Background: an optimization exercise with open tools, aiming at small area, a short achievable clock period and few clock cycles per item. Do not read the settings as production practice.
The RTL was checked by simulation tests, not by an equivalence proof against the original design.
Power is estimated from default activity; no workload was simulated.

==> design.v <==
module dsdec_il_enc (
    input  wire [23:0] n,
    input  wire [3:0]  groups,
    output reg  [7:0]  x,
    output reg  [7:0]  y,
    output reg  [7:0]  z
);
    integer g;
    always @* begin
        x = 8'd0;
        y = 8'd0;
        z = 8'd0;
        for (g = 0; g < 8; g = g + 1) begin
            if (g < groups) begin
                x[g] = n[3*g+2];
                y[g] = n[3*g+1];
                z[g] = n[3*g];
            end
        end
    end
endmodule
module dsdec_il_dec (
    input  wire [7:0]  x,
    input  wire [7:0]  y,
    input  wire [7:0]  z,
    input  wire [3:0]  groups,
    output reg  [23:0] v
);
    integer g;
    always @* begin
        v = 24'd0;
        for (g = 0; g < 8; g = g + 1) begin
            if (g < groups) begin
                v[3*g+2] = x[g];
                v[3*g+1] = y[g];
                v[3*g]   = z[g];
            end
        end
    end
endmodule
module dsdec_hto_hi #(parameter KSPLIT = 6) (
    input  wire [7:0] xi,
    input  wire [7:0] yi,
    input  wire [7:0] zi,
    input  wire [3:0] a,
    output reg  [7:0] xo,
    output reg  [7:0] yo,
    output reg  [7:0] zo
);
    reg [7:0] x0, x1, x2, mask, p, t;
    integer k;
    always @* begin
        p    = 8'd0;
        t    = 8'd0;
        mask = (8'd1 << a) - 8'd1;
        x0 = xi & mask;
        x1 = yi & mask;
        x2 = zi & mask;
        for (k = 7; k >= KSPLIT; k = k - 1) begin
            if (k < a) begin
                p = (8'd1 << k) - 8'd1;
                if (x0[k]) x0 = x0 ^ p;
                if (x1[k]) x0 = x0 ^ p;
                else begin
                    t  = (x0 ^ x1) & p;
                    x0 = x0 ^ t;
                    x1 = x1 ^ t;
                end
                if (x2[k]) x0 = x0 ^ p;
                else begin
                    t  = (x0 ^ x2) & p;
                    x0 = x0 ^ t;
                    x2 = x2 ^ t;
                end
            end
        end
        xo = x0;
        yo = x1;
        zo = x2;
    end
endmodule
module dsdec_hto_lo #(parameter KSPLIT = 6) (
    input  wire [7:0] xi,
    input  wire [7:0] yi,
    input  wire [7:0] zi,
    input  wire [3:0] a,
    output reg  [7:0] xo,
    output reg  [7:0] yo,
    output reg  [7:0] zo
);
    reg [7:0] x0, x1, x2, p, t;
    integer k;
    always @* begin
        p  = 8'd0;
        t  = 8'd0;
        x0 = xi;
        x1 = yi;
        x2 = zi;
        for (k = KSPLIT - 1; k >= 1; k = k - 1) begin
            if (k < a) begin
                p = (8'd1 << k) - 8'd1;
                if (x0[k]) x0 = x0 ^ p;
                if (x1[k]) x0 = x0 ^ p;
                else begin
                    t  = (x0 ^ x1) & p;
                    x0 = x0 ^ t;
                    x1 = x1 ^ t;
                end
                if (x2[k]) x0 = x0 ^ p;
                else begin
                    t  = (x0 ^ x2) & p;
                    x0 = x0 ^ t;
                    x2 = x2 ^ t;
                end
            end
        end
        x1 = x1 ^ x0;
        x2 = x2 ^ x1;
        t = 8'd0;
        for (k = 7; k >= 1; k = k - 1) begin
            if (k < a && x2[k]) t = t ^ ((8'd1 << k) - 8'd1);
        end
        xo = x0 ^ t;
        yo = x1 ^ t;
        zo = x2 ^ t;
    end
endmodule
module dsdec_hfrom (
    input  wire [7:0] xi,
    input  wire [7:0] yi,
    input  wire [7:0] zi,
    input  wire [3:0] a,
    output reg  [7:0] xo,
    output reg  [7:0] yo,
    output reg  [7:0] zo
);
    reg [7:0] x0, x1, x2, mask, p, t;
    integer k;
    always @* begin
        p    = 8'd0;
        t    = 8'd0;
        mask = (8'd1 << a) - 8'd1;
        x0 = xi & mask;
        x1 = yi & mask;
        x2 = zi & mask;
        t  = x2 >> 1;
        x2 = x2 ^ x1;
        x1 = x1 ^ x0;
        x0 = x0 ^ t;
        for (k = 1; k <= 7; k = k + 1) begin
            if (k < a) begin
                p = (8'd1 << k) - 8'd1;
                if (x2[k]) x0 = x0 ^ p;
                else begin
                    t  = (x0 ^ x2) & p;
                    x0 = x0 ^ t;
                    x2 = x2 ^ t;
                end
                if (x1[k]) x0 = x0 ^ p;
                else begin
                    t  = (x0 ^ x1) & p;
                    x0 = x0 ^ t;
                    x1 = x1 ^ t;
                end
                if (x0[k]) x0 = x0 ^ p;
            end
        end
        xo = x0;
        yo = x1;
        zo = x2;
    end
endmodule
module dsdec_hsplit (
    input  wire [7:0]       c,
    input  wire [3:0]       a,
    output wire signed [7:0] f,      
    output wire [7:0]       coarse
);
    wire [3:0] s4    = 4'd8 - a;
    wire [2:0] s     = s4[2:0];
    wire [7:0] lmask = ~(8'hFF << s);                   
    wire [7:0] below = c & (lmask >> 1);                
    wire [7:0] top1  = c & ~(lmask >> 1) & lmask;       
    wire       recentre = (top1 != 8'd0) && (below != 8'd0);
    wire [7:0] amask = ~(8'hFF << a);
    assign f      = (c & lmask) | (recentre ? ~lmask : 8'd0);
    assign coarse = ((c >> s) + {7'd0, recentre}) & amask;
endmodule
module dsdec_hil_clamp (
    input  wire [23:0] d,
    input  wire [4:0]  q,
    input  wire [3:0]  a,
    output wire [3:0]  fl        
);
    wire [23:0] lo    = ~(24'hFFFFFF << q);                 
    wire        hi_nz = (d & ~lo) != 24'd0;
    wire        ones  = (d | ~lo) == 24'hFFFFFF;
    wire [4:0]  a3    = {a, 1'b0} + {1'b0, a};
    wire [23:0] full  = ~(24'hFFFFFF << a3);
    assign fl = {hi_nz, !hi_nz && ones, (d | ~full) == 24'hFFFFFF, d == 24'd0};
endmodule
module dsdec_hil_dir (
    input  wire [23:0] d,
    input  wire [3:0]  a,
    input  wire [3:0]  fl,
    output wire [5:0]  dir       
);
    wire [7:0] x0, x1, x2;
    dsdec_il_enc u_enc (.n(d), .groups(4'd8), .x(x0), .y(x1), .z(x2));
    wire [7:0] g0 = x0 ^ (x2 >> 1);
    wire [7:0] g1 = x1 ^ x0;
    wire [7:0] g2 = x2 ^ x1;
    wire [7:0] all7 = x0 & x1 & x2;
    wire [7:0] any  = x0 | x1 | x2;
    wire [7:0] mn   = ~all7 & (all7 + 8'd1);     
    wire [7:0] mp   = any & (~any + 8'd1);       
    reg [2:0] en, ep;
    reg       bn, bp, dx0, dx1;
    reg [2:0] de;
    integer k;
    always @* begin
        en = 3'd0; ep = 3'd0; bn = 1'b0; bp = 1'b0; dx0 = 1'b0; dx1 = 1'b0; de = 3'd0;
        for (k = 0; k < 8; k = k + 1) begin
            if (k >= 1) begin
                if (g2[k]) begin
                    bn = bn ^ en[0]; bp = bp ^ ep[0];
                end else begin
                    {en[0], en[2]} = {en[2], en[0]}; {ep[0], ep[2]} = {ep[2], ep[0]};
                end
                if (g1[k]) begin
                    bn = bn ^ en[0]; bp = bp ^ ep[0];
                end else begin
                    {en[0], en[1]} = {en[1], en[0]}; {ep[0], ep[1]} = {ep[1], ep[0]};
                end
                if (g0[k]) begin
                    bn = bn ^ en[0]; bp = bp ^ ep[0];
                end
            end
            if (mn[k]) begin
                dx1 = x2[k];
                dx0 = x2[k] & x1[k];
                de  = {1'b1 ^ dx1, dx1 ^ dx0, dx0};
                en  = de;
                bn  = |(de & {g2[k], g1[k], g0[k]});
            end
            if (mp[k]) begin
                dx1 = ~x2[k];
                dx0 = ~x2[k] & ~x1[k];
                de  = {1'b1 ^ dx1, dx1 ^ dx0, dx0};
                ep  = de;
                bp  = |(de & {g2[k], g1[k], g0[k]});
            end
        end
    end
    wire use_n = !fl[2];                         
    wire use_p = !fl[0];                         
    wire [2:0] n_pos = (use_n && !bn) ? en : 3'd0;
    wire [2:0] n_neg = (use_n &&  bn) ? en : 3'd0;
    wire [2:0] p_pos = (use_p &&  bp) ? ep : 3'd0;
    wire [2:0] p_neg = (use_p && !bp) ? ep : 3'd0;
    wire [2:0] gt8 = (n_pos | p_pos) & ~(n_neg | p_neg);
    wire [2:0] lt8 = (n_neg | p_neg) & ~(n_pos | p_pos);
    wire [3:0] am3 = a % 4'd3;                   
    wire [2:0] gt = (am3 == 4'd0) ? {gt8[0], gt8[2], gt8[1]} :
                    (am3 == 4'd1) ? {gt8[1], gt8[0], gt8[2]} : gt8;
    wire [2:0] lt = (am3 == 4'd0) ? {lt8[0], lt8[2], lt8[1]} :
                    (am3 == 4'd1) ? {lt8[1], lt8[0], lt8[2]} : lt8;
    wire [5:0] dir_w = {1'b0, am3 == 4'd1, 1'b0, am3 == 4'd2, 1'b0, 1'b1};
    assign dir = fl[3]            ? 6'd0 :
                 (fl[1] && !fl[2]) ? dir_w :
                 {gt[2], lt[2], gt[1], lt[1], gt[0], lt[0]};
endmodule
module dsdec_hil_fin (
    input  wire [15:0]       dsh,
    input  wire [5:0]        dir,
    input  wire signed [7:0] f_r,
    input  wire signed [7:0] f_g,
    input  wire signed [7:0] f_b,
    output wire [15:0]       acc
);
    wire use_r = dir[5] | dir[4], neg_r = !dir[5] & dir[4];
    wire use_g = dir[3] | dir[2], neg_g = !dir[3] & dir[2];
    wire use_b = dir[1] | dir[0], neg_b = !dir[1] & dir[0];
    wire [9:0]  t_r = use_r ? {{2{f_r[7]}}, f_r} ^ {10{neg_r}} : 10'd0;
    wire [9:0]  t_g = use_g ? {{2{f_g[7]}}, f_g} ^ {10{neg_g}} : 10'd0;
    wire [9:0]  t_b = use_b ? {{2{f_b[7]}}, f_b} ^ {10{neg_b}} : 10'd0;
    wire [9:0]  sum = t_r + t_g + t_b + {8'd0, neg_r} + {8'd0, neg_g} + {8'd0, neg_b};
    assign acc = dsh + {{6{sum[9]}}, sum};
endmodule
module dsdec_phase_rom (
    input  wire [7:0]  c,
    output wire [13:0] p
);
    wire [6:0] i = c[7] ? ~c[6:0] : c[6:0];
    reg  [11:0] w;
    always @* begin
        case (i)
            7'd0: w = 12'd0;
            7'd1: w = 12'd327;
            7'd2: w = 12'd462;
            7'd3: w = 12'd567;
            7'd4: w = 12'd655;
            7'd5: w = 12'd733;
            7'd6: w = 12'd803;
            7'd7: w = 12'd868;
            7'd8: w = 12'd929;
            7'd9: w = 12'd986;
            7'd10: w = 12'd1040;
            7'd11: w = 12'd1091;
            7'd12: w = 12'd1140;
            7'd13: w = 12'd1188;
            7'd14: w = 12'd1233;
            7'd15: w = 12'd1278;
            7'd16: w = 12'd1320;
            7'd17: w = 12'd1362;
            7'd18: w = 12'd1402;
            7'd19: w = 12'd1442;
            7'd20: w = 12'd1480;
            7'd21: w = 12'd1518;
            7'd22: w = 12'd1555;
            7'd23: w = 12'd1591;
            7'd24: w = 12'd1626;
            7'd25: w = 12'd1661;
            7'd26: w = 12'd1695;
            7'd27: w = 12'd1728;
            7'd28: w = 12'd1761;
            7'd29: w = 12'd1794;
            7'd30: w = 12'd1826;
            7'd31: w = 12'd1857;
            7'd32: w = 12'd1888;
            7'd33: w = 12'd1919;
            7'd34: w = 12'd1949;
            7'd35: w = 12'd1979;
            7'd36: w = 12'd2009;
            7'd37: w = 12'd2038;
            7'd38: w = 12'd2067;
            7'd39: w = 12'd2095;
            7'd40: w = 12'd2124;
            7'd41: w = 12'd2152;
            7'd42: w = 12'd2179;
            7'd43: w = 12'd2207;
            7'd44: w = 12'd2234;
            7'd45: w = 12'd2261;
            7'd46: w = 12'd2288;
            7'd47: w = 12'd2314;
            7'd48: w = 12'd2340;
            7'd49: w = 12'd2366;
            7'd50: w = 12'd2392;
            7'd51: w = 12'd2418;
            7'd52: w = 12'd2443;
            7'd53: w = 12'd2469;
            7'd54: w = 12'd2494;
            7'd55: w = 12'd2519;
            7'd56: w = 12'd2544;
            7'd57: w = 12'd2568;
            7'd58: w = 12'd2593;
            7'd59: w = 12'd2617;
            7'd60: w = 12'd2641;
            7'd61: w = 12'd2665;
            7'd62: w = 12'd2689;
            7'd63: w = 12'd2713;
            7'd64: w = 12'd2737;
            7'd65: w = 12'd2760;
            7'd66: w = 12'd2783;
            7'd67: w = 12'd2807;
            7'd68: w = 12'd2830;
            7'd69: w = 12'd2853;
            7'd70: w = 12'd2876;
            7'd71: w = 12'd2899;
            7'd72: w = 12'd2922;
            7'd73: w = 12'd2944;
            7'd74: w = 12'd2967;
            7'd75: w = 12'd2989;
            7'd76: w = 12'd3012;
            7'd77: w = 12'd3034;
            7'd78: w = 12'd3056;
            7'd79: w = 12'd3078;
            7'd80: w = 12'd3101;
            7'd81: w = 12'd3123;
            7'd82: w = 12'd3144;
            7'd83: w = 12'd3166;
            7'd84: w = 12'd3188;
            7'd85: w = 12'd3210;
            7'd86: w = 12'd3232;
            7'd87: w = 12'd3253;
            7'd88: w = 12'd3275;
            7'd89: w = 12'd3296;
            7'd90: w = 12'd3318;
            7'd91: w = 12'd3339;
            7'd92: w = 12'd3360;
            7'd93: w = 12'd3382;
            7'd94: w = 12'd3403;
            7'd95: w = 12'd3424;
            7'd96: w = 12'd3445;
            7'd97: w = 12'd3466;
            7'd98: w = 12'd3487;
            7'd99: w = 12'd3508;
            7'd100: w = 12'd3529;
            7'd101: w = 12'd3550;
            7'd102: w = 12'd3571;
            7'd103: w = 12'd3592;
            7'd104: w = 12'd3613;
            7'd105: w = 12'd3633;
            7'd106: w = 12'd3654;
            7'd107: w = 12'd3675;
            7'd108: w = 12'd3696;
            7'd109: w = 12'd3716;
            7'd110: w = 12'd3737;
            7'd111: w = 12'd3758;
            7'd112: w = 12'd3778;
            7'd113: w = 12'd3799;
            7'd114: w = 12'd3819;
            7'd115: w = 12'd3840;
            7'd116: w = 12'd3860;
            7'd117: w = 12'd3881;
            7'd118: w = 12'd3902;
            7'd119: w = 12'd3922;
            7'd120: w = 12'd3943;
            7'd121: w = 12'd3963;
            7'd122: w = 12'd3983;
            7'd123: w = 12'd4004;
            7'd124: w = 12'd4024;
            7'd125: w = 12'd4045;
            7'd126: w = 12'd4065;
            7'd127: w = 12'd4086;
            default: w = 12'd0;
        endcase
    end
    assign p = c[7] ? {2'd0, w} : 14'd8192 - {2'd0, w};
endmodule
module dsdec_dec_triangle (
    input  wire [7:0]  r,
    input  wire [7:0]  g,
    input  wire [7:0]  b,
    output wire [15:0] depth
);
    wire [1:0]  k    = (r <= 8'd63) ? 2'b11 : (r <= 8'd191) ? 2'b00 : 2'b01;
    wire [1:0]  m    = (r == 8'd0) ? 2'd0 : {r[0], 1'b0} + k;
    wire [7:0]  t    = (m == 2'd0) ? g :
                       (m == 2'd1) ? b :
                       (m == 2'd2) ? 8'd255 - g :
                                     8'd255 - b;
    wire [15:0] frac = {8'd0, t} + {15'd0, &t};
    assign depth = {7'd0, m, 7'd0} + frac;
endmodule
module dsdec_dec_packed (
    input  wire [7:0]  r,
    input  wire [7:0]  g,
    input  wire [4:0]  q,
    input  wire [3:0]  a,
    input  wire        split,
    output wire [15:0] depth
);
    wire [4:0]  lw    = q - {1'b0, a};                  
    wire [7:0]  hmask = 8'hFF << (4'd8 - a);
    wire [7:0]  gmask = 8'hFF << (5'd8 - lw);
    wire [7:0]  hi    = r >> (4'd8 - a);
    wire        inv   = split && hi[0];
    wire [7:0]  lowf  = (g ^ {8{inv}}) & gmask;
    wire [15:0] lows  = {lowf, 8'd0} >> a;
    assign depth = {r & hmask, 8'd0} | lows;
endmodule
module dsdec_dec_phase (
    input  wire [7:0]  r,
    input  wire [7:0]  g,
    output wire [15:0] depth
);
    wire [13:0] p;
    dsdec_phase_rom u_rom (.c(r), .p(p));
    wire g0 = (g == 8'd0);
    wire g1 = (g == 8'd1);
    assign depth = g0 ? {2'd0, p} :
                   (g1 && p != 14'd0) ? (16'd0 - {2'd0, p}) : 16'hFFFF;
endmodule
module dsdec_hue_raw (
    input  wire [7:0]  r,
    input  wire [7:0]  g,
    input  wire [7:0]  b,
    output wire [10:0] raw_o
);
    wire [9:0] sum = r + g + b;
    reg  signed [11:0] raw;
    always @* begin
        if (r >= g && r >= b) begin
            if (g >= b) raw = $signed({4'd0, g}) - $signed({4'd0, b});
            else        raw = $signed({4'd0, g}) - $signed({4'd0, b}) + 12'sd1529;
        end else if (g >= r && g >= b) begin
            raw = $signed({4'd0, b}) - $signed({4'd0, r}) + 12'sd510;
        end else begin
            raw = $signed({4'd0, r}) - $signed({4'd0, g}) + 12'sd1020;
        end
    end
    wire zero = (sum < 10'd255);
    assign raw_o = zero ? 11'd0 : raw[10:0];
endmodule
module dsdec_hue_b (
    input  wire [10:0] raw,
    input  wire [4:0]  q,
    output wire [15:0] at
);
    wire [16:0] r43 = {raw, 6'd0} - {2'd0, raw, 4'd0} - {4'd0, raw, 2'd0} - {6'd0, raw};
    wire [14:0] r9  = {1'b0, raw, 3'd0} + {4'd0, raw};
    wire [15:0] cor = ({1'b0, r9} + 16'd63) >> 6;
    wire [15:0] ft  = r43[15:0] - cor;
    assign at = ft >> (5'd16 - q);
endmodule
module dsdec_hue_c (
    input  wire [10:0] raw,
    input  wire [15:0] at,
    input  wire [4:0]  q,
    output wire [2:0]  e1
);
    wire [13:0] rq  = {3'd0, raw} << q;
    wire [13:0] a14 = at[13:0];
    wire signed [13:0] v = rq + (a14 << 9) + (a14 << 3) - {3'd0, raw} - (a14 << 11) - a14;
    wire ge0 = !v[13];
    wire ge1 = v >= 14'sd1529;
    wire ge2 = v >= 14'sd3058;
    wire ge3 = v >= 14'sd4587;
    assign e1 = ge3 ? 3'd4 : ge2 ? 3'd3 : ge1 ? 3'd2 : ge0 ? 3'd1 : 3'd0;
endmodule
module dsdec (
    input  wire        clk,
    input  wire        rst,
    input  wire        in_valid,
    output wire        in_ready,
    input  wire [15:0] in_cmd,
    input  wire [23:0] in_opnd,
    output wire        out_valid,
    input  wire        out_ready,
    output wire [23:0] out_result,
    output wire [1:0]  out_err
);
    reg  go;
    wire en;
    assign in_ready = go;
    reg        v0;
    reg [15:0] cmd0;
    reg [23:0] opnd0;
    always @(posedge clk) begin
        if (rst)     v0 <= 1'b0;
        else if (en) v0 <= in_valid && go;
        if (en) begin
            cmd0  <= in_cmd;
            opnd0 <= in_opnd;
        end
    end
    wire [3:0] op  = cmd0[15:12];
    wire [2:0] sel = cmd0[11:9];
    wire [4:0] q   = cmd0[8:4];
    wire [3:0] a   = cmd0[3:0];
    wire [7:0] x   = opnd0[23:16];
    wire [7:0] y   = opnd0[15:8];
    wire [7:0] z   = opnd0[7:0];
    wire is_decode = (op == 4'h7);
    wire cfg_ok    = (q >= 5'd1) && (q <= 5'd16) && (a >= 4'd1) && (a <= 4'd8) &&
                     ({1'b0, a} <= q) &&
                     !(is_decode && (sel == 3'd3 || sel == 3'd4) && (q - {1'b0, a} > 5'd8));
    wire [1:0] err = (op == 4'h0 || op >= 4'h8) ? 2'd3 :
                     (is_decode && sel == 3'd7)  ? 2'd2 :
                     !cfg_ok                     ? 2'd1 : 2'd0;
    wire k_hil  = is_decode && sel == 3'd0;
    wire k_hue  = is_decode && sel == 3'd6;
    wire k_hto  = op == 4'h5;
    wire k_hfrom = op == 4'h6;
    wire k_menc = op == 4'h1;
    wire k_pha  = is_decode && sel == 3'd5;
    wire [7:0]  enc_x, enc_y, enc_z;
    dsdec_il_enc u_enc (.n(opnd0), .groups(a), .x(enc_x), .y(enc_y), .z(enc_z));
    wire [3:0]  dec_g = (op == 4'h4) ? a : 4'd6;
    wire [23:0] dec_v;
    dsdec_il_dec u_dec (.x(x), .y(y), .z(z), .groups(dec_g), .v(dec_v));
    wire [15:0] dep_triangle, dep_packed;
    dsdec_dec_triangle u_tri (.r(x), .g(y), .b(z), .depth(dep_triangle));
    dsdec_dec_packed   u_pck (.r(x), .g(y), .q(q), .a(a), .split(sel == 3'd4), .depth(dep_packed));
    wire signed [7:0] f_r, f_g, f_b;
    wire [7:0] co_r, co_g, co_b;
    dsdec_hsplit u_split_r (.c(x), .a(a), .f(f_r), .coarse(co_r));
    dsdec_hsplit u_split_g (.c(y), .a(a), .f(f_g), .coarse(co_g));
    dsdec_hsplit u_split_b (.c(z), .a(a), .f(f_b), .coarse(co_b));
    wire [7:0] m0, m1, m2;
    dsdec_hto_hi u_hto_hi (.xi(k_hto ? x : co_b), .yi(k_hto ? y : co_g), .zi(k_hto ? z : co_r),
                           .a(a), .xo(m0), .yo(m1), .zo(m2));
    wire [10:0] hue_raw;
    dsdec_hue_raw u_hue_raw (.r(x), .g(y), .b(z), .raw_o(hue_raw));
    reg [23:0] aux;
    always @* begin
        case (op)
            4'h1:       aux = {8'd0, opnd0[15:0]};
            4'h2:       aux = {enc_x, enc_y, enc_z};
            4'h3, 4'h4: aux = dec_v;
            4'h6:       aux = opnd0;
            default: begin
                case (sel)
                    3'd0:       aux = {f_r, f_g, f_b};
                    3'd1:       aux = {8'd0, dep_triangle};
                    3'd2:       aux = {8'd0, dec_v[15:0]};
                    3'd3, 3'd4: aux = {8'd0, dep_packed};
                    3'd6:       aux = {13'd0, hue_raw};
                    default:    aux = {8'd0, y, x};            
                endcase
            end
        endcase
    end
    reg        v1;
    reg [1:0]  err1;
    reg        hil1, hue1, hto1, hfrom1, menc1, pha1;
    reg [3:0]  a1;
    reg [4:0]  q1;
    reg [23:0] h1r;        
    reg [23:0] aux1;
    always @(posedge clk) begin
        if (rst)     v1 <= 1'b0;
        else if (en) v1 <= v0;
        if (en) begin
            err1  <= err;
            hil1  <= k_hil;
            hue1  <= k_hue;
            hto1  <= k_hto;
            hfrom1 <= k_hfrom;
            menc1 <= k_menc;
            pha1  <= k_pha;
            a1    <= a;
            q1    <= q;
            h1r   <= {m0, m1, m2};
            aux1  <= aux;
        end
    end
    wire [7:0] h0, h1, h2;
    dsdec_hto_lo u_hto_lo (.xi(h1r[23:16]), .yi(h1r[15:8]), .zi(h1r[7:0]), .a(a1),
                           .xo(h0), .yo(h1), .zo(h2));
    wire [23:0] hdist;
    dsdec_il_dec u_dist (.x(h0), .y(h1), .z(h2), .groups(a1), .v(hdist));
    wire [3:0] clamp;
    dsdec_hil_clamp u_clamp (.d(hdist), .q(q1), .a(a1), .fl(clamp));
    wire [15:0] hue_at;
    dsdec_hue_b u_hue_b (.raw(aux1[10:0]), .q(q1), .at(hue_at));
    wire [15:0] dep_phase;
    dsdec_dec_phase u_pha (.r(aux1[7:0]), .g(aux1[15:8]), .depth(dep_phase));
    wire [23:0] r2a = hil1 ? hdist :
                      hto1 ? {h0, h1, h2} :
                      hue1 ? {8'd0, hue_at} :
                      pha1 ? {8'd0, dep_phase} : aux1;
    reg        v2;
    reg [1:0]  err2;
    reg        hil2, hue2, hfrom2, menc2;
    reg [3:0]  a2;
    reg [4:0]  q2;
    reg [23:0] r2ar;       
    reg [23:0] f2;         
    reg [3:0]  cl2;
    always @(posedge clk) begin
        if (rst)     v2 <= 1'b0;
        else if (en) v2 <= v1;
        if (en) begin
            err2   <= err1;
            hil2   <= hil1;
            hue2   <= hue1;
            hfrom2 <= hfrom1;
            menc2  <= menc1;
            a2     <= a1;
            q2     <= q1;
            r2ar   <= r2a;
            f2     <= aux1;
            cl2    <= clamp;
        end
    end
    wire [5:0]  dir;
    dsdec_hil_dir u_dir (.d(r2ar), .a(a2), .fl(cl2), .dir(dir));
    wire [31:0] dsh32 = {8'd0, r2ar} << (4'd8 - a2);        
    wire [15:0] dsh   = dsh32[15:0];
    wire [7:0]  n0, n1, n2;
    dsdec_hfrom u_from (.xi(r2ar[23:16]), .yi(r2ar[15:8]), .zi(r2ar[7:0]), .a(a2),
                        .xo(n0), .yo(n1), .zo(n2));
    wire [23:0] nout = {n0, n1, n2};
    wire [2:0] hue_e1;
    dsdec_hue_c u_hue_c (.raw(f2[10:0]), .at(r2ar[15:0]), .q(q2), .e1(hue_e1));
    wire [45:0] r3a = hil2   ? {dir, f2, dsh} :
                      hue2   ? {27'd0, hue_e1, r2ar[15:0]} :
                      hfrom2 ? {22'd0, nout} : {22'd0, r2ar};
    reg        v3;
    reg [1:0]  err3;
    reg        hil3, hue3, shl3, menc3;
    reg [4:0]  q3;
    reg [45:0] r3ar;
    always @(posedge clk) begin
        if (rst)     v3 <= 1'b0;
        else if (en) v3 <= v2;
        if (en) begin
            err3  <= err2;
            hil3  <= hil2;
            hue3  <= hue2;
            shl3  <= hil2 || hue2 || menc2;
            menc3 <= menc2;
            q3    <= q2;
            r3ar  <= r3a;
        end
    end
    wire [15:0] hil_acc;
    dsdec_hil_fin u_fin (.dsh(r3ar[15:0]), .dir(r3ar[45:40]),
                         .f_r(r3ar[39:32]), .f_g(r3ar[31:24]), .f_b(r3ar[23:16]),
                         .acc(hil_acc));
    wire [15:0] hue_hq = r3ar[15:0] + {13'd0, r3ar[18:16]} - 16'd1;
    wire [17:0] scaled = {2'd0, hil3 ? hil_acc : hue3 ? hue_hq : r3ar[15:0]} << (5'd16 - q3);
    wire [7:0]  menc_x, menc_y, menc_z;
    dsdec_il_enc u_menc (.n({6'd0, scaled}), .groups(4'd6), .x(menc_x), .y(menc_y), .z(menc_z));
    wire [23:0] val4 = menc3 ? {menc_x, menc_y, menc_z} :
                       shl3  ? {8'd0, scaled[15:0]} : r3ar[23:0];
    wire [25:0] res4 = {err3, (err3 == 2'd0) ? val4 : 24'd0};
    reg        hv, sv;
    reg [25:0] head, skid;
    assign en      = go || !v3;
    wire push      = go && v3;
    wire head_free = !hv || out_ready;
    wire hv_n      = head_free ? (sv || push) : 1'b1;
    wire sv_n      = head_free ? (sv && push) : (sv || push);
    always @(posedge clk) begin
        if (rst) begin
            hv <= 1'b0;
            sv <= 1'b0;
            go <= 1'b1;
        end else begin
            hv <= hv_n;
            sv <= sv_n;
            go <= !(hv_n && sv_n);
        end
        if (head_free) head <= sv ? skid : res4;
        if (push)      skid <= res4;
    end
    assign out_valid  = hv;
    assign out_result = head[23:0];
    assign out_err    = head[25:24];
endmodule
==> flow/run.sh <==
#!/bin/bash
# The standard layout (the standard.sh, unchanged synthesis and steps),
# with one change: the buffers that placement puts on the input and output
# ports are sky130_fd_sc_hd__buf_2 instead of the buffer_ports default.
# The make output of the whole run goes to flow_make.log in this folder;
# each ORFS step also writes its own log under orfs/logs/.
set -euo pipefail
bash standard.sh "BUFFER_PORTS_ARGS=-buffer_cell sky130_fd_sc_hd__buf_2" finish > flow_make.log 2>&1
==> standard.sh <==
#!/bin/bash
# synth_recipe.tcl (not shown) runs the flow's synth.tcl, then flattens the netlist and writes it again
# the make line also repeats each setting of config.mk as NAME=value (left out here)
make -C /OpenROAD-flow-scripts/flow DESIGN_CONFIG=/design/flow/config.mk WORK_HOME=/design/flow/orfs CLKGATE_MAP_FILE= SYNTH_SCRIPT=/design/flow/synth_recipe.tcl "${@:-finish}"
==> config.mk <==
export PLATFORM = sky130hd
export DESIGN_NAME = dsdec
export DESIGN_NICKNAME = dsdec
export VERILOG_FILES = /design/flow/design.v
export SDC_FILE = /design/flow/constraint.sdc
export NUM_CORES = 4
export LEC_CHECK = 0
export ABC_AREA = 1
export ABC_CLOCK_PERIOD_IN_PS = 9000
export CAP_MARGIN = 20
export CORE_MARGIN = 2
export CORE_UTILIZATION = 70
export SLEW_MARGIN = 20
==> constraint.sdc <==
create_clock -name core_clock -period 40.0 [get_ports {clk}]
set_input_delay 8.0000 -clock core_clock [delete_from_list [all_inputs] [get_ports {clk}]]
set_output_delay 8.0000 -clock core_clock [all_outputs]
set_load 0.01 [all_outputs]
==> results.json, run 1 <==
{
  "p_comb_share_pct": 77.5,
  "synth-compound-area-share_pct": 20.5,
  "antenna_found_initial": 5,
  "grt_setup_unrepaired": "false",
  "timing.critical_path.from_type": "flip-flop",
  "placeableCoreArea_um2": 52800,
  "cell_with_the_biggest_individual_delay_on_the_critical_path": "sky130_fd_sc_hd__edfxtp_1",
  "footprint_of_the_multi_input_gates_um2": 25100,
  "cpPeakStageDelay_ns": 0.41,
  "synthDominantAreaCellType": "sky130_fd_sc_hd__edfxtp_1",
  "power.leakage_nw": 18.9,
  "insertion_delay_ns": 0.63,
  "synth_area_leaders": "sky130_fd_sc_hd__edfxtp_1 (22%), sky130_fd_sc_hd__nand2_1 (14%), sky130_fd_sc_hd__ha_1 (9.8%)",
  "critical_path_arrival_ns": 1.18,
  "wirelength_mm": 129,
  "start_util_pct": 71.1,
  "cap_viol_max_count": 0,
  "average_vias_per_placed_instance": 6.46,
  "hold_end": "menc2$_DFFE_PP_",
  "filler_cell_count": 4156,
  "mappedNetlistArea_um2": 37500,
  "intPower_mw": 1.36,
  "grt_max_degree": 151,
  "worst_slew_margin_rel_pct": 28.4,
  "hold_viol_final": 0,
  "worst_path_cell_trace": "buf_2",
  "holdPathStages": 0,
  "ctsLongestPathBuffers": 3,
  "switching_fraction_pct": 58.3,
  "synth-edff-count": 281,
  "post_synth.cell_area_avg_um2": 6.68,
  "io_buffer_count": 71,
  "ys_seq_elements": 288,
  "cts_sinks": 288,
  "first_element_of_the_critical_path": "head[18]$_DFFE_PN_",
  "p_total_mw": 3.25,
  "cts.repair_timing.setup_buffer_count": 0,
  "post-synth-top-count-cell": "sky130_fd_sc_hd__nand2_1",
  "yosys.area_share.xor_xnor_pct": 5.20,
  "nNetsFinal": 5977,
  "cts.reportedPaths.clkPinSlew_ns": 0.07,
  "cts.root.buffer_cell": "sky130_fd_sc_hd__clkbuf_16",
  "count_of_endpoints_failing_setup_in_the_final_report": 0,
  "via_count": 40600,
  "yosysUniqueCellTypes": 75,
  "yosysWarnings": 9,
  "reg2regPathDepth": 33,
  "cp.buffers_inverters": 1,
  "floorplan.die.width_um": 235,
  "vdd_ir_drop_max_mv": 0.156,
  "synth_mux_area_share_pct": 0.721,
  "most_common_library_cells_after_synthesis": "sky130_fd_sc_hd__nand2_1 (1352), sky130_fd_sc_hd__inv_1 (796), sky130_fd_sc_hd__o21ai_0 (565)",
  "detailed_place_hpwl_mm": 97.5,
  "netlist.area_leader.share_pct": 22.5,
  "status": "no timing/DRC/antenna violations",
  "async_reset_ff_share_pct": 0,
  "hold_buffers": 0,
  "kind_of_end_point_of_the_critical_path": "primary output",
  "number_of_buffers_added_by_the_clock_tree_synthesis_step": 30,
  "largest_family_of_logic_cells_by_synthesized_area": "simple AND/OR/NAND/NOR gates",
  "htree_levels": 1,
  "grt_overflow": 0,
  "totalNegativeSetupSlack_ns": 0,
  "ctsResizeCount": 0,
  "seq_power_share_pct": 13.6,
  "route.antenna.remaining_nets": 0,
  "cts_tree": "built",
  "power-per-cell-area_nw_per_um2": 82.7,
  "gr-usage-all-layers_pct": 44.9,
  "final_critical_path_share_of_the_clock_period_pct": 23.0,
  "drt_drc_violations_left": 0,
  "final_layout_size_suffix_gt1_share_pct": 4.86,
  "seqCellArea_um2": 8580,
  "worst-path-max-fanout": 1,
  "synth_fp_nets": 6018,
  "drt-wirelength-per-cell_um": 20.5,
  "gp_congestion": 1.07,
  "p_sw_mw": 1.89,
  "detail_route.first_pass.iterations": 9,
  "synthAdderAreaFrac_pct": 13.5,
  "timing.rr.start": "cmd0[1]$_DFFE_PP_",
  "number_of_global_route_vias_before_repair": 37700,
  "design.die.area_um2": 55400,
  "finalClockSkew_ns": 0.0350,
  "starting_drt_drc_count": 5899,
  "p_clk_share_pct": 9.0,
  "synthCells": 5611,
  "synth.yosys.seq_area_share_pct": 22.9,
  "rows": 84,
  "worst_path_dominant_cell_family": "flip-flops",
  "required_ns": 32.00,
  "synth_flop_cell": "sky130_fd_sc_hd__edfxtp_1",
  "hold_path.startpoint": "menc1$_DFFE_PP_",
  "worst-slew-pin-transition_ns": 1.07,
  "worst_reg2reg_path_endpoint": "h1r[10]$_DFFE_PP_",
  "max_clock_freq_mhz": 109,
  "io_pins": 72,
  "final-max-slew-violation-count": 0,
  "die_extent_in_y_um": 235,
  "growth_of_design_area_from_synthesis_to_finish_pct": 4.77,
  "grt_first_pass_wirelength_mm": 200,
  "criticalPathCategory": "reg2out",
  "synth_simple_gate_area_share_pct": 26.9,
  "post-route-min-period_ns": 9.18,
  "timing.hold.worst.class": "reg2reg",
  "worst-r2r-setup-slack_ns": 31.55
}
[how the worst max path moves through the flow]
stage	end	slack, ns	depth (start not counted)
2_1_floorplan	sv$_SDFF_PP0_	30.94	5
5_1_grt	out_result[18]	30.80	1
3_5_place_dp	sv$_SDFF_PP0_	30.40	6
6_report	out_result[18]	30.82	1
3_3_place_gp	sv$_SDFF_PP0_	30.64	6
4_1_cts	out_result[18]	30.81	1
[flip-flops by register name, indices dropped and copies added, names as in the netlist, 4 cells and up]
name / count
cl2: 4
q3: 5
a1: 4
q1: 5
q2: 5
opnd0: 24
r2ar: 24
r3ar: 46
aux1: 24
skid: 26
cmd0: 16
f2: 24
head: 26
a2: 4
h1r: 24
[power by group through the flow]
stage	clock, mW	sequential [mW]	combinational, mW
global placement	0	0.439	2.32
CTS	0.290	0.434	2.43
floorplan	0	0.399	1.84
detailed placement	0	0.440	2.41
finish	0.292	0.441	2.52
global route	0.302	0.439	2.80
[metal layers]
layer  global-route usage [%]  wire [µm]  vias up
li1                         -          -    18800
met1                     55.9      47000    18200
met2                     70.7      55500     2884
met3                     10.1      16200      724
met4                     28.5       9860        6
met5                        0         35        -
[placed cells by master, fill, tap and decap left out, types with 37 or more instances in the layout]
master                      instances
sky130_fd_sc_hd__nand2_1         1351
sky130_fd_sc_hd__inv_1            795
sky130_fd_sc_hd__o21ai_0          564
sky130_fd_sc_hd__nor2_1           489
sky130_fd_sc_hd__nand3_1          374
sky130_fd_sc_hd__ha_1             293
sky130_fd_sc_hd__edfxtp_1         281
sky130_fd_sc_hd__a21oi_1          249
sky130_fd_sc_hd__xor2_1           138
sky130_fd_sc_hd__buf_2             72
sky130_fd_sc_hd__o211ai_1          70
sky130_fd_sc_hd__fa_1              70
sky130_fd_sc_hd__xnor2_1           68
sky130_fd_sc_hd__o22ai_1           63
sky130_fd_sc_hd__nor3_1            52
sky130_fd_sc_hd__o221ai_1          50
sky130_fd_sc_hd__nand4_1           41
sky130_fd_sc_hd__or2_2             39
sky130_fd_sc_hd__o2111ai_1         39
sky130_fd_sc_hd__o21ai_1           37
[cell type report]
cell class	instances	area share (%)
timing repair buffer	100	1.45
inverter	840	8.04
multi-input combinational	4310	63.9
clock buffer	35	1.98
tap	688	2.19
antenna	1	0.00637
clock inverter	21	0.560
sequential	288	21.8
[logic make-up (layout without fill, tap and decap cells)]
family | count (synthesis) | in the layout
other | 0 | 1
adders and majority gates | 363 | 363
AOI/OAI and AO/OA | 1286 | 1286
buffers and inverters | 1013 | 996
and+or+nand+nor | 2419 | 2419
muxes | 27 | 27
DFF | 288 | 288
xor gates and xnor gates | 215 | 215
[metrics by stage]
step | std cells | setup slack (ns) | hold slack (ns) | util (%) | instance area (µm²)
2_1_floorplan | 5611 | 30.94 | 0.400 | - | 37500
3_3_place_gp | 6225 | 30.64 | 0.403 | 72.6 | 38300
3_5_place_dp | 6225 | 30.40 | 0.418 | 72.6 | 38300
4_1_cts | 6281 | 30.81 | 0.436 | 74.5 | 39300
5_1_grt | 6282 | 30.80 | 0.450 | 74.5 | 39300
6_report | 6283 | 30.82 | 0.431 | 74.5 | 39300
Testbench counts, summed over its fixed seeds: cycles 16,040, items 16,000.
==> run 2: changes to the inputs <==
--- a/config.mk
+++ b/config.mk
@@ -9,5 +9,5 @@
 export ABC_CLOCK_PERIOD_IN_PS = 9000
 export CAP_MARGIN = 20
 export CORE_MARGIN = 2
-export CORE_UTILIZATION = 70
+export CORE_UTILIZATION = 60
 export SLEW_MARGIN = 20
==> results.json, run 2 <==
{
  "synthAdderAreaFrac_pct": 13.5,
  "drt-wirelength-per-cell_um": 19.2,
  "cap_viol_max_count": 0,
  "hold_ws_ns": 0.425,
  "ctsResizeCount": 0,
  "antenna_found_initial": 5,
  "count_of_endpoints_failing_setup_in_the_final_report": 0,
  "largest_family_of_logic_cells_by_synthesized_area": "simple AND/OR/NAND/NOR gates",
  "netlist.area_leader.share_pct": 22.5,
  "insertion_delay_ns": 0.62,
  "starting_drt_drc_count": 4661,
  "commonest_cells_after_routing_fill_and_taps_aside": "sky130_fd_sc_hd__nand2_1 (1351), sky130_fd_sc_hd__inv_1 (794), sky130_fd_sc_hd__o21ai_0 (565), sky130_fd_sc_hd__nor2_1 (490), sky130_fd_sc_hd__nand3_1 (374)",
  "average_vias_per_placed_instance": 6.03,
  "status": "no timing/DRC/antenna violations",
  "detail_route.first_pass.iterations": 6,
  "synth_area_leaders": "sky130_fd_sc_hd__edfxtp_1 (22%), sky130_fd_sc_hd__nand2_1 (14%), sky130_fd_sc_hd__ha_1 (9.8%)",
  "rows": 91,
  "max_clock_freq_mhz": 110,
  "cpPeakStageDelay_ns": 0.38,
  "yosysUniqueCellTypes": 75,
  "placeableCoreArea_um2": 61700,
  "grt_overflow": 0,
  "cts.repair_timing.setup_buffer_count": 0,
  "post-route-min-period_ns": 9.12,
  "timing.hold.worst.class": "reg2reg",
  "power.leakage_nw": 18.9,
  "post-synth-top-count-cell": "sky130_fd_sc_hd__nand2_1",
  "synthDominantAreaCellType": "sky130_fd_sc_hd__edfxtp_1",
  "hold_viol_final": 0,
  "synth_flop_cell": "sky130_fd_sc_hd__edfxtp_1",
  "async_reset_ff_share_pct": 0,
  "most_common_library_cells_after_synthesis": "sky130_fd_sc_hd__nand2_1 (1352), sky130_fd_sc_hd__inv_1 (796), sky130_fd_sc_hd__o21ai_0 (565)",
  "yosysWarnings": 9,
  "worst-path-max-fanout": 4,
  "kind_of_end_point_of_the_critical_path": "primary output",
  "power-per-cell-area_nw_per_um2": 80.4,
  "io_pins": 72,
  "final_core_util_pct": 64.0,
  "synth-edff-count": 281,
  "synth_simple_gate_area_share_pct": 26.9,
  "synth-compound-area-share_pct": 20.5,
  "final_layout_size_suffix_gt1_share_pct": 4.91,
  "io_buffer_count": 71,
  "die_extent_in_y_um": 254,
  "grt_max_degree": 85,
  "synth.yosys.seq_area_share_pct": 22.9,
  "vdd_ir_drop_max_mv": 0.102,
  "route.antenna.remaining_nets": 0,
  "critical_path_arrival_ns": 1.12,
  "cts_tree": "built",
  "cts.reportedPaths.clkPinSlew_ns": 0.06,
  "cp.buffers_inverters": 1,
  "ys_seq_elements": 288,
  "layout.cells.most_common": "sky130_fd_sc_hd__nand2_1",
  "final_critical_path_share_of_the_clock_period_pct": 22.8,
  "ctsLongestPathBuffers": 3,
  "worst_slew_margin_rel_pct": 24.9,
  "worst-r2r-setup-slack_ns": 31.23,
  "floorplan.die.width_um": 254,
  "yosys.area_share.xor_xnor_pct": 5.20,
  "worst_path_cell_trace": "buf_2",
  "max_flop_register": "r3ar",
  "htree_levels": 1,
  "worst-slew-pin-transition_ns": 1.12,
  "start_util_pct": 60.8,
  "p_total_mw": 3.17,
  "cts_sinks": 288,
  "gp_congestion": 1.07,
  "via_count": 38800,
  "mappedNetlistArea_um2": 37500,
  "grt_setup_unrepaired": "false",
  "grt_first_pass_wirelength_mm": 191,
  "detailed_place_hpwl_mm": 96.3,
  "growth_of_design_area_from_synthesis_to_finish_pct": 5.31,
  "finalClockSkew_ns": 0.0329,
  "required_ns": 32.00,
  "largestRegisters": "r3ar: 46 flops, head: 26 flops, skid: 26 flops",
  "totalNegativeSetupSlack_ns": 0,
  "synth_fp_nets": 6018,
  "worst_path_dominant_cell_family": "flip-flops",
  "gr-usage-all-layers_pct": 37.5,
  "number_of_global_route_vias_before_repair": 35200,
  "timing.critical_path.from_type": "flip-flop",
  "design.die.area_um2": 64500,
  "wirelength_mm": 124,
  "cell_with_the_biggest_individual_delay_on_the_critical_path": "sky130_fd_sc_hd__dfxtp_1",
  "number_of_flip_flops_in_the_largest_register": 46,
  "criticalPathCategory": "reg2out",
  "drt_drc_violations_left": 0,
  "cts.root.buffer_cell": "sky130_fd_sc_hd__clkbuf_16",
  "synthCells": 5611,
  "final-max-slew-violation-count": 0,
  "hold_buffers": 0,
  "number_of_buffers_added_by_the_clock_tree_synthesis_step": 31,
  "post_synth.cell_area_avg_um2": 6.68,
  "synth_mux_area_share_pct": 0.721,
  "nNetsFinal": 5980
}
## run 2: cell counts after synthesis
No cell type changed its count.
## run 2: power breakdown
group          internal (mW)  total [mW]  switching [mW]  leakage, nW
clock network          0.156       0.282           0.126        0.472
registers              0.369       0.442          0.0732         3.20
logic                  0.823        2.45            1.63         15.2
## run 2: layout make-up
cell class / count / area, µm²
Multi-Input combinational cell: 4310 / 25100
Fill cell: 5821 / 22200
Sequential cell: 288 / 8580
Inverter: 840 / 3160
Tap cell: 837 / 1050
Clock buffer: 44 / 887
Timing Repair Buffer: 102 / 588
Clock inverter: 13 / 105
Antenna cell: 4 / 10.0
## run 2: final timing paths
path,start,to,cells after the start
setup / recovery,go$_SDFF_PP1_,in_ready,1
hold / removal,err1[1]$_SDFFCE_PP1P_,err2[1]$_DFFE_PP_,0
setup reg to reg,cmd0[1]$_DFFE_PP_,h1r[12]$_DFFE_PP_,30
hold reg to reg,err1[1]$_SDFFCE_PP1P_,err2[1]$_DFFE_PP_,0
## run 2: per-stage QoR
| step | setup slack, ns | cells | cell area [µm²] |
|---|---|---|---|
| floorplan | 30.94 | 5611 | 37500 |
| global placement | 30.61 | 6377 | 38500 |
| detailed placement | 30.60 | 6377 | 38500 |
| CTS | 30.86 | 6434 | 39500 |
| global route | 30.36 | 6434 | 39500 |
| finish | 30.88 | 6438 | 39500 |
## run 2: kinds of logic (layout without fill, tap and decap cells)
| logic type | count (synthesis) | count (layout) |
|---|---|---|
| AO/OA/AOI/OAI | 1286 | 1286 |
| XOR/XNOR | 215 | 215 |
| adder cells (fa/ha/maj) | 363 | 363 |
| buffers and inverters | 1013 | 999 |
| flip-flops | 288 | 288 |
| multiplexers | 27 | 27 |
| other | 0 | 4 |
| AND/OR/NAND/NOR | 2419 | 2419 |
## run 2: routing by layer
layer  share of wire [%]  vias to the layer above  track usage, %
li1                    -                    18800               -
met1                  41                    17600            49.5
met2                  44                     1932            60.6
met3                 9.6                      436            5.44
met4                 5.5                        4            17.6
met5               0.019                        -               0
==> run 3: changes to the inputs <==
--- a/design.v
+++ b/design.v
@@ -586,10 +586,9 @@
     reg [23:0] aux;
     always @* begin
         case (op)
-            4'h1:       aux = {8'd0, opnd0[15:0]};
+            4'h1, 4'h6: aux = opnd0;                   
             4'h2:       aux = {enc_x, enc_y, enc_z};
             4'h3, 4'h4: aux = dec_v;
-            4'h6:       aux = opnd0;
             default: begin
                 case (sel)
                     3'd0:       aux = {f_r, f_g, f_b};
@@ -675,20 +674,22 @@
     wire [23:0] nout = {n0, n1, n2};
     wire [2:0] hue_e1;
     dsdec_hue_c u_hue_c (.raw(f2[10:0]), .at(r2ar[15:0]), .q(q2), .e1(hue_e1));
-    wire [45:0] r3a = hil2   ? {dir, f2, dsh} :
-                      hue2   ? {27'd0, hue_e1, r2ar[15:0]} :
-                      hfrom2 ? {22'd0, nout} : {22'd0, r2ar};
+    wire [15:0] hil_acc;
+    dsdec_hil_fin u_fin (.dsh(dsh), .dir(dir), .f_r(f2[23:16]), .f_g(f2[15:8]), .f_b(f2[7:0]),
+                         .acc(hil_acc));
+    wire [23:0] r3a = hil2   ? {8'd0, hil_acc} :
+                      hue2   ? {5'd0, hue_e1, r2ar[15:0]} :
+                      hfrom2 ? nout : r2ar;
     reg        v3;
     reg [1:0]  err3;
-    reg        hil3, hue3, shl3, menc3;
+    reg        hue3, shl3, menc3;
     reg [4:0]  q3;
-    reg [45:0] r3ar;
+    reg [23:0] r3ar;
     always @(posedge clk) begin
         if (rst)     v3 <= 1'b0;
         else if (en) v3 <= v2;
         if (en) begin
             err3  <= err2;
-            hil3  <= hil2;
             hue3  <= hue2;
             shl3  <= hil2 || hue2 || menc2;
             menc3 <= menc2;
@@ -696,12 +697,8 @@
             r3ar  <= r3a;
         end
     end
-    wire [15:0] hil_acc;
-    dsdec_hil_fin u_fin (.dsh(r3ar[15:0]), .dir(r3ar[45:40]),
-                         .f_r(r3ar[39:32]), .f_g(r3ar[31:24]), .f_b(r3ar[23:16]),
-                         .acc(hil_acc));
     wire [15:0] hue_hq = r3ar[15:0] + {13'd0, r3ar[18:16]} - 16'd1;
-    wire [17:0] scaled = {2'd0, hil3 ? hil_acc : hue3 ? hue_hq : r3ar[15:0]} << (5'd16 - q3);
+    wire [17:0] scaled = {2'd0, hue3 ? hue_hq : r3ar[15:0]} << (5'd16 - q3);
     wire [7:0]  menc_x, menc_y, menc_z;
     dsdec_il_enc u_menc (.n({6'd0, scaled}), .groups(4'd6), .x(menc_x), .y(menc_y), .z(menc_z));
     wire [23:0] val4 = menc3 ? {menc_x, menc_y, menc_z} :
--- a/config.mk
+++ b/config.mk
@@ -7,7 +7,7 @@
 export LEC_CHECK = 0
 export ABC_AREA = 1
 export ABC_CLOCK_PERIOD_IN_PS = 9000
-export CAP_MARGIN = 20
+export CAP_MARGIN = 40
 export CORE_MARGIN = 2
-export CORE_UTILIZATION = 60
-export SLEW_MARGIN = 20
+export CORE_UTILIZATION = 50
+export SLEW_MARGIN = 60
==> results.json, run 3 <==
{
  "grt_first_pass_wirelength_mm": 198,
  "detail_route.first_pass.iterations": 6,
  "footprint_of_the_multi_input_gates_um2": 25600,
  "final_critical_path_share_of_the_clock_period_pct": 25.4,
  "io_buffer_count": 71,
  "synth-edff-count": 258,
  "vdd_ir_drop_max_mv": 0.108,
  "first_element_of_the_critical_path": "r2ar[5]$_DFFE_PP_",
  "antenna_found_initial": 3,
  "number_of_buffers_added_by_the_clock_tree_synthesis_step": 30,
  "drt_drc_violations_left": 0,
  "wirelength_mm": 129,
  "grt.met1_usage_pct": 45.3,
  "commonest_cells_after_routing_fill_and_taps_aside": "sky130_fd_sc_hd__nand2_1 (1359), sky130_fd_sc_hd__inv_1 (715), sky130_fd_sc_hd__o21ai_0 (511), sky130_fd_sc_hd__nor2_1 (460), sky130_fd_sc_hd__nand3_1 (407)",
  "totalNegativeSetupSlack_ns": 0,
  "final_layout_size_suffix_gt1_share_pct": 6.72,
  "detailed_place_hpwl_mm": 103,
  "seqCellArea_um2": 7890,
  "grt_setup_unrepaired": "false",
  "placeableCoreArea_um2": 73000,
  "yosysWarnings": 9,
  "worst-slew-pin-transition_ns": 0.642,
  "gr-usage-all-layers_pct": 33.1,
  "htree_levels": 1,
  "ctsResizeCount": 0,
  "synthDominantAreaCellType": "sky130_fd_sc_hd__edfxtp_1",
  "finalClockSkew_ns": 0.0335,
  "power.leakage_nw": 18.8,
  "starting_drt_drc_count": 3928,
  "p_total_mw": 3.43,
  "cts.repair_timing.setup_buffer_count": 0,
  "cpPeakStageDelay_ns": 0.62,
  "post-place-ws_ns": 29.93,
  "cts_tree": "built",
  "async_reset_ff_share_pct": 0,
  "mappedNetlistArea_um2": 36800,
  "drt-wirelength-per-cell_um": 19.7,
  "power-per-cell-area_nw_per_um2": 86.4,
  "final-max-slew-violation-count": 0,
  "ctsLongestPathBuffers": 3,
  "synth.yosys.seq_area_share_pct": 21.4,
  "rows": 99,
  "kind_of_end_point_of_the_critical_path": "flip-flop",
  "stdcell_area_um2": 39700,
  "synthCells": 5549,
  "growth_of_design_area_from_synthesis_to_finish_pct": 7.88,
  "criticalPathCategory": "reg2reg",
  "yosysUniqueCellTypes": 75,
  "post-route-min-period_ns": 10.14,
  "status": "no timing/DRC/antenna violations",
  "insertion_delay_ns": 0.61,
  "netlist.area_leader.share_pct": 21.1,
  "timing.hold.worst.class": "reg2reg",
  "nNetsFinal": 5982,
  "required_ns": 40.35,
  "average_vias_per_placed_instance": 5.83,
  "largestRegisters": "head: 26 flops, skid: 26 flops",
  "hold_ws_ns": 0.419,
  "max_clock_freq_mhz": 98.6,
  "grt_overflow": 0,
  "synth_area_leaders": "sky130_fd_sc_hd__edfxtp_1 (21%), sky130_fd_sc_hd__nand2_1 (14%), sky130_fd_sc_hd__ha_1 (10%)",
  "timing.critical_path.from_type": "flip-flop",
  "grt_util_met2_pct": 53.5,
  "worst-path-max-fanout": 8,
  "antenna_cells": 0,
  "critical_path_arrival_ns": 10.50,
  "post_synth.cell_area_avg_um2": 6.63,
  "count_of_endpoints_failing_setup_in_the_final_report": 0,
  "worst_slew_margin_rel_pct": 56.7,
  "synth_fp_nets": 5959,
  "placed_cell_area_um2": 38500,
  "cts.reportedPaths.clkPinSlew_ns": 0.06,
  "filler_cell_count": 7489,
  "timing.rr.start": "r2ar[5]$_DFFE_PP_",
  "gr-max-usage-layer": "met2",
  "global_route.usage.met3_pct": 3.52,
  "die_extent_in_y_um": 275,
  "timing.critical_path.mode_cell": "sky130_fd_sc_hd__nand2_1",
  "design.die.area_um2": 75800,
  "io_pins": 72,
  "cap_viol_max_count": 0,
  "gp_congestion": 1.03,
  "hold_buffers": 0,
  "via_count": 38200,
  "cts.root.buffer_cell": "sky130_fd_sc_hd__clkbuf_16",
  "layout_setup_ws_ns": 29.86,
  "cell_with_the_biggest_individual_delay_on_the_critical_path": "sky130_fd_sc_hd__edfxtp_1",
  "route.antenna.remaining_nets": 0,
  "hold_path.startpoint": "hfrom1$_DFFE_PP_",
  "ys_seq_elements": 265,
  "synth_flop_cell": "sky130_fd_sc_hd__edfxtp_1",
  "most_common_library_cells_after_synthesis": "sky130_fd_sc_hd__nand2_1 (1360), sky130_fd_sc_hd__inv_1 (724), sky130_fd_sc_hd__o21ai_0 (516)",
  "post-synth-top-count-cell": "sky130_fd_sc_hd__nand2_1",
  "cts_sinks": 265,
  "grt_max_degree": 73,
  "start_util_pct": 50.4,
  "number_of_global_route_vias_before_repair": 35100,
  "floorplan.die.width_um": 275,
  "layout.cells.most_common": "sky130_fd_sc_hd__nand2_1",
  "hold_viol_final": 0
}
[run 3: changes by cell type in the layout (fill, tap and decap cells not counted), sizes merged, moves of 9 or more]
| cell | before | now |
|---|---|---|
| o21ai | 607 | 560 |
| a21oi | 255 | 306 |
| o221ai | 50 | 36 |
| edfxtp | 281 | 258 |
| inv | 818 | 745 |
| o31ai | 10 | 19 |
| nor2 | 502 | 486 |
| nand3 | 380 | 408 |
| o22ai | 64 | 44 |
| nand3b | 10 | 27 |
| buf | 102 | 154 |
[run 3: final timing paths]
path	endpoint	slack, ns	cells after the start
worst max-delay path	r3ar[15]$_DFFE_PP_	29.86	66
worst min-delay path	hfrom2$_DFFE_PP_	0.42	0
worst max register to register	r3ar[15]$_DFFE_PP_	29.86	66
worst min register to register	hfrom2$_DFFE_PP_	0.42	0
[run 3: worst max-delay path, delay by kind of cell, from the launching register on]
kind                     cells  cell delay [ns]
AND/OR/NAND/NOR             38             3.38
AO/OA/AOI/OAI               15             2.76
adder cells (fa/ha/maj)      6             2.26
buffers and inverters        6             0.67
flip-flops                   1             0.62
XOR/XNOR                     1             0.17
[run 3: report_power, final]
part           switching [mW]  internal (mW)
combinational            1.82          0.927
clock                   0.120          0.161
sequential             0.0522          0.344
total                    2.00           1.43
[run 3: cell type report]
type	count	share of cell area [%]
Tap cell	959	3.02
Multi-Input combinational cell	4352	64.6
Clock inverter	18	0.470
Clock buffer	38	2.09
Sequential cell	265	19.9
Inverter	768	7.32
Timing Repair Buffer	155	2.65
[run 3: logic make-up (layout without fill, tap and decap cells)]
| kind of cell | after synthesis | count (layout) | share of synthesized area [%] |
|---|---|---|---|
| AOI/OAI and AO/OA | 1279 | 1279 | 20.8 |
| xor gates and xnor gates | 227 | 227 | 5.63 |
| adders and majority gates | 366 | 366 | 13.9 |
| buffers and inverters | 932 | 979 | 9.61 |
| DFF | 265 | 265 | 21.4 |
| muxes | 31 | 31 | 0.891 |
| and+or+nand+nor | 2449 | 2449 | 27.8 |
[run 3: routing by layer]
metal	part of all wire [%]	vias to the layer above
met5	0.029	-
met4	4.7	6
met3	6.9	365
met2	44	1569
met1	44	17500
li1	-	18800
[run 3: stage by stage]
stage,utilization (%),std cells
after floorplan,-,5549
after global placement,52.1,6459
after detailed placement,52.8,6496
after CTS,54.2,6552
after global routing,54.4,6555
final,54.4,6555
Testbench counts of run 3, summed over its fixed seeds: cycles 16,040, items 16,000.

==> separate check: timing with driven ports <==
Ports are ideal in the flow. The routed layouts listed here were re-timed in OpenROAD. Step 1 sets driving cells, clkbuf_16 on the clock port and buf_2 on the other inputs (assumed; they add their load-dependent delay and slew). Step 2 adds t to the input delays and takes it off the output delays; t is the mean of the earliest and latest rising clock arrival at the registers after step 1. Input paths then give back, and output paths get back, about the clock's delay inside the block. a / b / c = ideal ports / drivers / drivers and shift; a / b = the first two.
run	t (ns)	setup slack, ns	slew at the worst register clock pin (ns)
run 1	0.667	30.815 / 30.756 / 30.782	0.08 / 0.08
run 2	0.659	30.878 / 30.818 / 30.963	0.07 / 0.07
run 3	0.655	29.855 / 29.855 / 29.855	0.07 / 0.07
After both steps every run listed still meets setup and hold. The setup slack of run 1, which loses most, moves by -0.059 ns with the drivers and by -0.033 ns with both steps.
